This is an optimization exercise on Yosys and OpenROAD, whose aim is small area, a short achievable clock period and few clock cycles, not a production implementation. At most, simulation tests tie the RTL to the original design; equivalence was not proved. No activity file was given, so power comes from the tool's default toggle rates.

== run A ==
Design wirecodec, start of the top module:
module wirecodec (
    input             clk,
    input             rst,
    input             cmd_valid,
    output            cmd_ready,
    input      [15:0] cmd_word,
    input      [31:0] cmd_arg,
    input      [15:0] cmd_len,
    input             din_valid,
    output            din_ready,
    input       [7:0] din_data,
    output            dout_valid,
    input             dout_ready,
    output      [7:0] dout_data,
    output            rsp_valid,
    input             rsp_ready,
    output      [3:0] rsp_status,
    output     [31:0] rsp_rval,
    output     [11:0] mem_raddr,
    input       [7:0] mem_rdata,
    output            mem_we,
    output     [11:0] mem_waddr,
    output      [7:0] mem_wdata
);
For scale: ~2,400 cells after synthesis, ~170 I/O pins, roughly 0.015 mm² of cells after synthesis.
make LEC_CHECK=0 ABC_AREA=1 CAP_MARGIN=20 CORE_MARGIN=2 CORE_UTILIZATION=40 SLEW_MARGIN=20 finish   # period 8.0 ns
run.sh (not shown) runs the stock make flow with config.mk's settings and CLKGATE_MAP_FILE= SYNTH_SCRIPT=/design/flow/synth_recipe.tcl, a recipe that flattens the netlist after the stock synthesis.
Testbench counts of run A, summed over its fixed seeds: cycles 334,954.
### run A -> run B
# run A
export LEC_CHECK = 0
export ABC_AREA = 1
export CAP_MARGIN = 20
export CORE_MARGIN = 2
export CORE_UTILIZATION = 40
export SLEW_MARGIN = 20
create_clock -name core_clock -period 8.0 [get_ports {clk}]
# run B
export LEC_CHECK = 0
export CAP_MARGIN = 20
export CORE_MARGIN = 2
export CORE_UTILIZATION = 40
export SLEW_MARGIN = 20
create_clock -name core_clock -period 8.0 [get_ports {clk}]
### Flow results
- Summary: with run A as the reference, routed wire length in run B moved down by more than 10%.
- Of the two values seen for worst-path cell with the longest stage delay, sky130_fd_sc_hd__nand3b_1 was produced by run B and sky130_fd_sc_hd__nor2_1 by run A.
- Of run B and run A, run A shows the lower sequential share of layout area, with run B above it.
- Run B vs run A — part of the total power dissipated in combinational logic rose 47 points.
- In run B relative to run A, internal power consumption had gone up by more than half.
- Going from run A to run B, data required time of the critical path climbed 1.98 ns, clock period minus worst slack climbed 0.61 ns.
[inputs] run C vs run B
# run B
export LEC_CHECK = 0
export CAP_MARGIN = 20
export CORE_MARGIN = 2
export CORE_UTILIZATION = 40
export SLEW_MARGIN = 20
create_clock -name core_clock -period 8.0 [get_ports {clk}]
# run C
export LEC_CHECK = 0
export CAP_MARGIN = 20
export CORE_MARGIN = 2
export CORE_UTILIZATION = 40
export SETUP_SLACK_MARGIN = 4.5
export SLEW_MARGIN = 20
create_clock -name core_clock -period 8.0 [get_ports {clk}]
Notes after the runs:
[run C vs run B] switching component of the power: higher in run C
Higher critical path depth goes to run B over run C.
On well-tap cell count, run C tracks run B almost exactly.
Diff run B -> run C | power after layout | increase of 760 µW
Pin count of the biggest net entering global routing for run C: 1 up relative to run B
Relative to run B, the proportion of total power due to net switching of run C is higher by 0.37 points.
Clock skew: run C vs run B — no meaningful difference
Re count of cells along the worst register-to-register path: run C and run B aren't equal, and the lower value belongs to run C.
Layout-stage area growth over the synthesis result up 23 points in run C wrt run B
Sort run C and run B by minimum clock period after layout desc -> top: run B

* * *

Another version of the RTL of wirecodec (not shown whole).
Size in the first run: roughly 1700 cells after synthesis, about 120 flip-flops, ~170 I/O pins, ~12000 um^2 of cells after synthesis.
==> flow/config.mk <==
export PLATFORM = sky130hd
export DESIGN_NAME = wirecodec
export DESIGN_NICKNAME = wirecodec
export VERILOG_FILES = /design/flow/design.v
export SDC_FILE = /design/flow/constraint.sdc
export NUM_CORES = 4
export LEC_CHECK = 0
export ABC_AREA = 1
export CAP_MARGIN = 20
export CORE_MARGIN = 2
export CORE_UTILIZATION = 40
export SETUP_SLACK_MARGIN = 4.6
export SLEW_MARGIN = 20
==> flow/constraint.sdc <==
create_clock -name core_clock -period 8.0 [get_ports {clk}]
set_input_delay 1.6000 -clock core_clock [delete_from_list [all_inputs] [get_ports {clk}]]
set_output_delay 1.6000 -clock core_clock [all_outputs]
set_load 0.01 [all_outputs]
standard.sh (not shown) runs the stock make flow with config.mk's settings and CLKGATE_MAP_FILE= SYNTH_SCRIPT=/design/flow/synth_recipe.tcl, a recipe that flattens the netlist after the stock synthesis.
==> flow/flow/run.sh <==
#!/bin/bash
# Standard ORFS layout (standard.sh) with two changes:
#  - the port buffers are sky130_fd_sc_hd__buf_2 cells;
#  - ABC maps the combinational logic with flow/abc_area.script (Yosys's own
#    default ABC mapping script) in place of ORFS's abc_area.script.
# Everything else, the synthesis with its registers included, is ORFS's.
set -euo pipefail
rm -rf orfs_scripts
cp -r "$FLOW_HOME/scripts" orfs_scripts
cp flow/abc_area.script orfs_scripts/abc_area.script
export SCRIPTS_DIR="$PWD/orfs_scripts"
export BUFFER_PORTS_ARGS="-buffer_cell sky130_fd_sc_hd__buf_2"
bash standard.sh > standard_flow.log 2>&1
==> flow/flow/abc_area.script <==
strash
&get -n
&fraig -x
&put
scorr
dc2
dretime
strash
&get -n
&dch -f
&nf
&put
The baseline completed with no timing, DRC or antenna violations.
Testbench counts at the start, summed over its fixed seeds: cycles 337,368.
Then changed:
==> flow/flow/run.sh (replaced) <==
#!/bin/bash
# Standard ORFS layout (standard.sh), with the port buffers made from
# sky130_fd_sc_hd__buf_2 instead of the resizer's default choice.
set -euo pipefail
export BUFFER_PORTS_ARGS="-buffer_cell sky130_fd_sc_hd__buf_2"
bash standard.sh > standard_flow.log 2>&1
removed: flow/flow/abc_area.script
The changed run completed without violations.
Total power rises slightly.
Critical path depth stays the same.
Fmax rises by a few percent.
Wire length rises by roughly a tenth.
Area after synthesis rises by roughly a tenth.
Combinational power falls by about a fifth.
Final cell count rises by about a fifth.
Synthesized cell count rises by a quarter to a third.
Sequential power hardly moves.
Then changed:
--- a/flow/config.mk
+++ b/flow/config.mk
@@ -6,8 +6,8 @@
 export NUM_CORES = 4
 export LEC_CHECK = 0
-export ABC_AREA = 1
+export ABC_AREA = 0
 export CAP_MARGIN = 20
 export CORE_MARGIN = 2
 export CORE_UTILIZATION = 40
-export SETUP_SLACK_MARGIN = 4.6
+export SETUP_SLACK_MARGIN = 4.8
 export SLEW_MARGIN = 20
After rerunning: Wire length is lower by 4.7%; via count drops by 6.1%; critical path depth came out lower by 5; final cell count came out lower by 12%; worst hold slack hardly moves; worst setup slack got worse by 70 ps; core utilization rises by 4.6 points; final area is higher by 7.2%; combinational power came out higher by 27%.

* * *

== rev 12 ==
wirecodec again, from the RTL that the note above started with.
clock: 8.0 ns
lec_check: 0
abc_area: 1
cap_margin: 20
core_margin: 2
core_utilization: 40
setup_slack_margin: 4.8
slew_margin: 20
==> flow/flow/run.sh <==
#!/bin/bash
# Standard ORFS layout (standard.sh), with the port buffers made from
# sky130_fd_sc_hd__buf_2 instead of the resizer's default choice.
set -euo pipefail
export BUFFER_PORTS_ARGS="-buffer_cell sky130_fd_sc_hd__buf_2"
bash standard.sh > standard_flow.log 2>&1
The flow did not stop early for rev 12: all stages ran, and the layout cleared the timing, design-rule and antenna checks.
Testbench counts of rev 12, summed over its fixed seeds: cycles 337,368.
The following lists how rev 13 was set up differently from rev 12:
-- flow/config.mk --
<<< rev 12, line 11
export CORE_UTILIZATION = 40
export SETUP_SLACK_MARGIN = 4.8
export SLEW_MARGIN = 20
>>> rev 13, line 11
export CORE_UTILIZATION = 40
export SETUP_SLACK_MARGIN = 4.6
export SLEW_MARGIN = 20
export TNS_END_PERCENT = 0
Notes after the runs:
On worst hold margin, the lower figure sits with rev 12, not rev 13.
Against rev 12, total power density per cell area in rev 13 rose by a little under 10%.
Compare rev 13 and rev 12 | global-route wire length before repair higher: rev 12
Rev 13 against rev 12: minimum clock period saw an increase, layout overhead on the synthesized area saw a decrease, routed wire length saw a decrease, share of the clock period used by the worst path saw an increase, via count saw a decrease.
Relative to rev 12, via count normalized by instance count decreased by about 0.4% in rev 13.

* * *

Setup of main:
wirecodec, a different RTL version from the one above (not shown whole).
Size: roughly 120 flip-flops, roughly 170 I/O pins, about 14000 um^2 of cells after synthesis.
make LEC_CHECK=0 ABC_AREA=1 CAP_MARGIN=20 CORE_MARGIN=2 CORE_UTILIZATION=40 SLEW_MARGIN=20 finish   # period 8.0 ns
run.sh (not shown) runs the stock make flow with config.mk's settings and CLKGATE_MAP_FILE= SYNTH_SCRIPT=/design/flow/synth_recipe.tcl, a recipe that flattens the netlist after the stock synthesis.
Stock flow here: none of the scripts above is used.
The following lists how the feature branch was set up differently from main:
Settings: setting SETUP_SLACK_MARGIN to 4.2 for the first time.
## What came out
- Of the feature branch and main, the feature branch shows the lower clock power share, with main above it.
- Wire length of the first global-routing pass: the feature branch > main
- Higher clock-net power among the feature branch and main: main
- On combined global-route utilization of all metal layers: between the feature branch and main, it ends up lower for main.
- Taking main as the reference, in the feature branch maximum frequency saw an increase, sum of internal, switching and leakage power saw a decrease, post-layout instance area saw an increase.
- The feature branch was carried through to the last stage, and its layout satisfied the timing, design-rule and antenna checks.
- main finished every step from synthesis to the final layout, and the layout passed the timing, design-rule and antenna checks.
- The feature branch: multi-input combinational cell area 10% above main
- Run comparison: the feature branch destination of the critical timing path mem_raddr[5]; main destination of the critical timing path mem_raddr[8]
Function was not checked in any run of this note: the RTL went through the layout flow alone.

* * *

wirecodec, a different RTL version from the one above (not shown whole).
Size: ~2400 cells after synthesis, roughly 170 I/O pins, roughly 0.014 sq mm of cells after synthesis.
==> flow/config.mk <==
export PLATFORM = sky130hd
export DESIGN_NAME = wirecodec
export DESIGN_NICKNAME = wirecodec
export VERILOG_FILES = /design/flow/design.v
export SDC_FILE = /design/flow/constraint.sdc
export NUM_CORES = 4
export LEC_CHECK = 0
export ABC_AREA = 1
export CAP_MARGIN = 20
export CORE_MARGIN = 2
export CORE_UTILIZATION = 40
export SETUP_SLACK_MARGIN = 4.6
export SLEW_MARGIN = 20
==> flow/constraint.sdc <==
create_clock -name core_clock -period 8.0 [get_ports {clk}]
set_input_delay 1.6000 -clock core_clock [delete_from_list [all_inputs] [get_ports {clk}]]
set_output_delay 1.6000 -clock core_clock [all_outputs]
set_load 0.01 [all_outputs]
standard.sh (not shown) runs the stock make flow with config.mk's settings and CLKGATE_MAP_FILE= SYNTH_SCRIPT=/design/flow/synth_recipe.tcl, a recipe that flattens the netlist after the stock synthesis.
Scripts as last shown in full above: flow/flow/run.sh
The starting point went through all stages and came out clean.
Change:
CTS_BUF_LIST = sky130_fd_sc_hd__clkbuf_4 sky130_fd_sc_hd__clkbuf_8   (was unset)
CTS_CLUSTER_DIAMETER = 80   (was unset)
CTS_CLUSTER_SIZE = 30   (was unset)
- setup slack gets worse by 0.011 ns
- cell area went down by 1.1%
- combinational power is about the same
No functional check of the RTL was part of any run of this note.

* * *

wirecodec, a different RTL version from the one above (not shown whole).
For scale: roughly 2300 cells after synthesis, ~170 I/O pins, ~14000 µm² of cells after synthesis.
make LEC_CHECK=0 ABC_AREA=1 CAP_MARGIN=20 CORE_MARGIN=2 CORE_UTILIZATION=40 SETUP_SLACK_MARGIN=5.0 SLEW_MARGIN=20 finish   # period 8.0 ns
run.sh (not shown) runs the stock make flow with config.mk's settings and CLKGATE_MAP_FILE= SYNTH_SCRIPT=/design/flow/synth_recipe.tcl, a recipe that flattens the netlist after the stock synthesis.
Stock flow here: none of the scripts above is used.
The first run went through all stages and came out clean.
==> next run, changes <==
SETUP_SLACK_MARGIN = 4.6   (was 5.0)
Result:
- The new run completed with no timing, DRC or antenna violations
- fmax drops by 7.2%
- critical path depth climbs by 4
- power drops by 1.2%
- sequential power climbs by about 0.8%
- routed wire length drops by 5.1%
- register-to-register slack is worse by 0.25 ns
- worst setup slack is worse by 0.25 ns
- synthesized area stays the same
- cell count drops by 5.0%
- hold slack is better by 0.0037 ns
No run of this note included a check of the RTL's function; only the layout flow was run.

* * *

Another version of the RTL of wirecodec (not shown whole).
For scale: ~2300 cells after synthesis, about 120 flip-flops, ~170 I/O pins.
## wirecodec
module wirecodec (
    input             clk,
    input             rst,
    input             cmd_valid,
    output            cmd_ready,
    input      [15:0] cmd_word,
    input      [31:0] cmd_arg,
    input      [15:0] cmd_len,
    input             din_valid,
    output            din_ready,
    input       [7:0] din_data,
    output            dout_valid,
    input             dout_ready,
    output      [7:0] dout_data,
    output            rsp_valid,
    input             rsp_ready,
    output      [3:0] rsp_status,
    output     [31:0] rsp_rval,
    output     [11:0] mem_raddr,
    input       [7:0] mem_rdata,
    output            mem_we,
    output     [11:0] mem_waddr,
    output      [7:0] mem_wdata
);
make LEC_CHECK=0 ABC_AREA=1 CAP_MARGIN=20 CORE_MARGIN=2 CORE_UTILIZATION=40 SLEW_MARGIN=20 finish   # period 8.0 ns
The first run ran to the end with no violations.
Change:
- SETUP_SLACK_MARGIN: default -> 4.4
What happened: Clock power is about the same; area after synthesis is unchanged; combinational power is about the same; design area rises by 3.6%; setup slack gets better by 1100 ps; clock skew stays flat; die area stays the same; non-clock buffer count grows by 30.
No run of this note included a check of the RTL's function; only the layout flow was run.

* * *

wirecodec, a different RTL version from the one above (not shown whole).
For scale: ~170 I/O pins.
clock: 8.0 ns
lec_check: 0
abc_area: 1
cap_margin: 20
core_margin: 2
core_utilization: 40
setup_slack_margin: 4.6
slew_margin: 20
standard.sh (not shown) runs the stock make flow with config.mk's settings and CLKGATE_MAP_FILE= SYNTH_SCRIPT=/design/flow/synth_recipe.tcl, a recipe that flattens the netlist after the stock synthesis.
Scripts as last shown in full above: flow/flow/run.sh
Testbench counts at the start, summed over its fixed seeds: cycles 337,368.
Then changed:
==> flow/run.sh (new file) <==
#!/bin/bash
# synth_recipe.tcl (not shown) runs the flow's synth.tcl, then flattens the netlist and writes it again
# the make line also repeats each setting of config.mk as NAME=value (left out here)
make -C /OpenROAD-flow-scripts/flow DESIGN_CONFIG=/design/flow/config.mk WORK_HOME=/design/flow/orfs CLKGATE_MAP_FILE= SYNTH_SCRIPT=/design/flow/synth_recipe.tcl finish
removed: flow/flow/run.sh
removed: flow/standard.sh
What happened: Critical path depth climbs by 9. Cell area is higher by 6.5%. Global-route usage is lower by 0.16 points. Via count hardly moves. Sequential cell count stays the same. Die area does not change. Combinational power rises by 18%. Wire length goes down by 1.0%. Worst setup slack loses 0.063 ns. Area after synthesis does not change.

==> re-timing with driven ports <==
No port has a modelled driver above. Below, the same layouts with a new extraction and two added sets of constraints.
Step 1 assumes that a clkbuf_16 drives the clock port and a buf_2 every other input.
Step 2 times the ports against the registers' clock, not the clock port: input delays grow and output delays shrink by t, the midpoint of the rising clock arrivals with the driver on.
Three values: no drivers, after step 1, after step 2; two values: the first two.
run	t, ns	slack for setup (ns)	pins driven straight from the clock port
run A	0.532	2.693 / 2.637 / 2.786	1
run B	0.506	2.078 / 2.078 / 1.951	1
run C	0.506	3.276 / 3.304 / 2.799	1
the first run of note 2	0.511	4.451 / 4.451 / 4.104	1
the second run of note 2	0.524	4.553 / 4.553 / 4.136	1
the third run of note 2	0.517	4.483 / 4.504 / 3.987	1
rev 12	0.532	4.823 / 4.762 / 4.364	1
rev 13	0.520	4.404 / 4.404 / 4.018	1
main	0.505	2.582 / 2.532 / 2.313	1
the feature branch	0.512	3.846 / 3.791 / 3.634	1
the first run of note 5	0.534	4.578 / 4.518 / 4.131	1
the second run of note 5	0.593	4.567 / 4.543 / 4.094	1
the first run of note 6	0.525	4.831 / 4.773 / 4.429	1
the second run of note 6	0.516	4.584 / 4.575 / 4.100	1
the first run of note 7	0.526	3.252 / 3.189 / 3.411	1
the second run of note 7	0.528	4.312 / 4.312 / 3.966	1
the first run of note 8	0.502	4.636 / 4.581 / 4.223	1
the second run of note 8	0.512	4.573 / 4.573 / 4.207	1
After both steps every run listed still meets setup and hold. For the third run of note 2, which loses most, drivers alone change the setup slack by +0.021 ns; drivers and shift together by -0.496 ns.
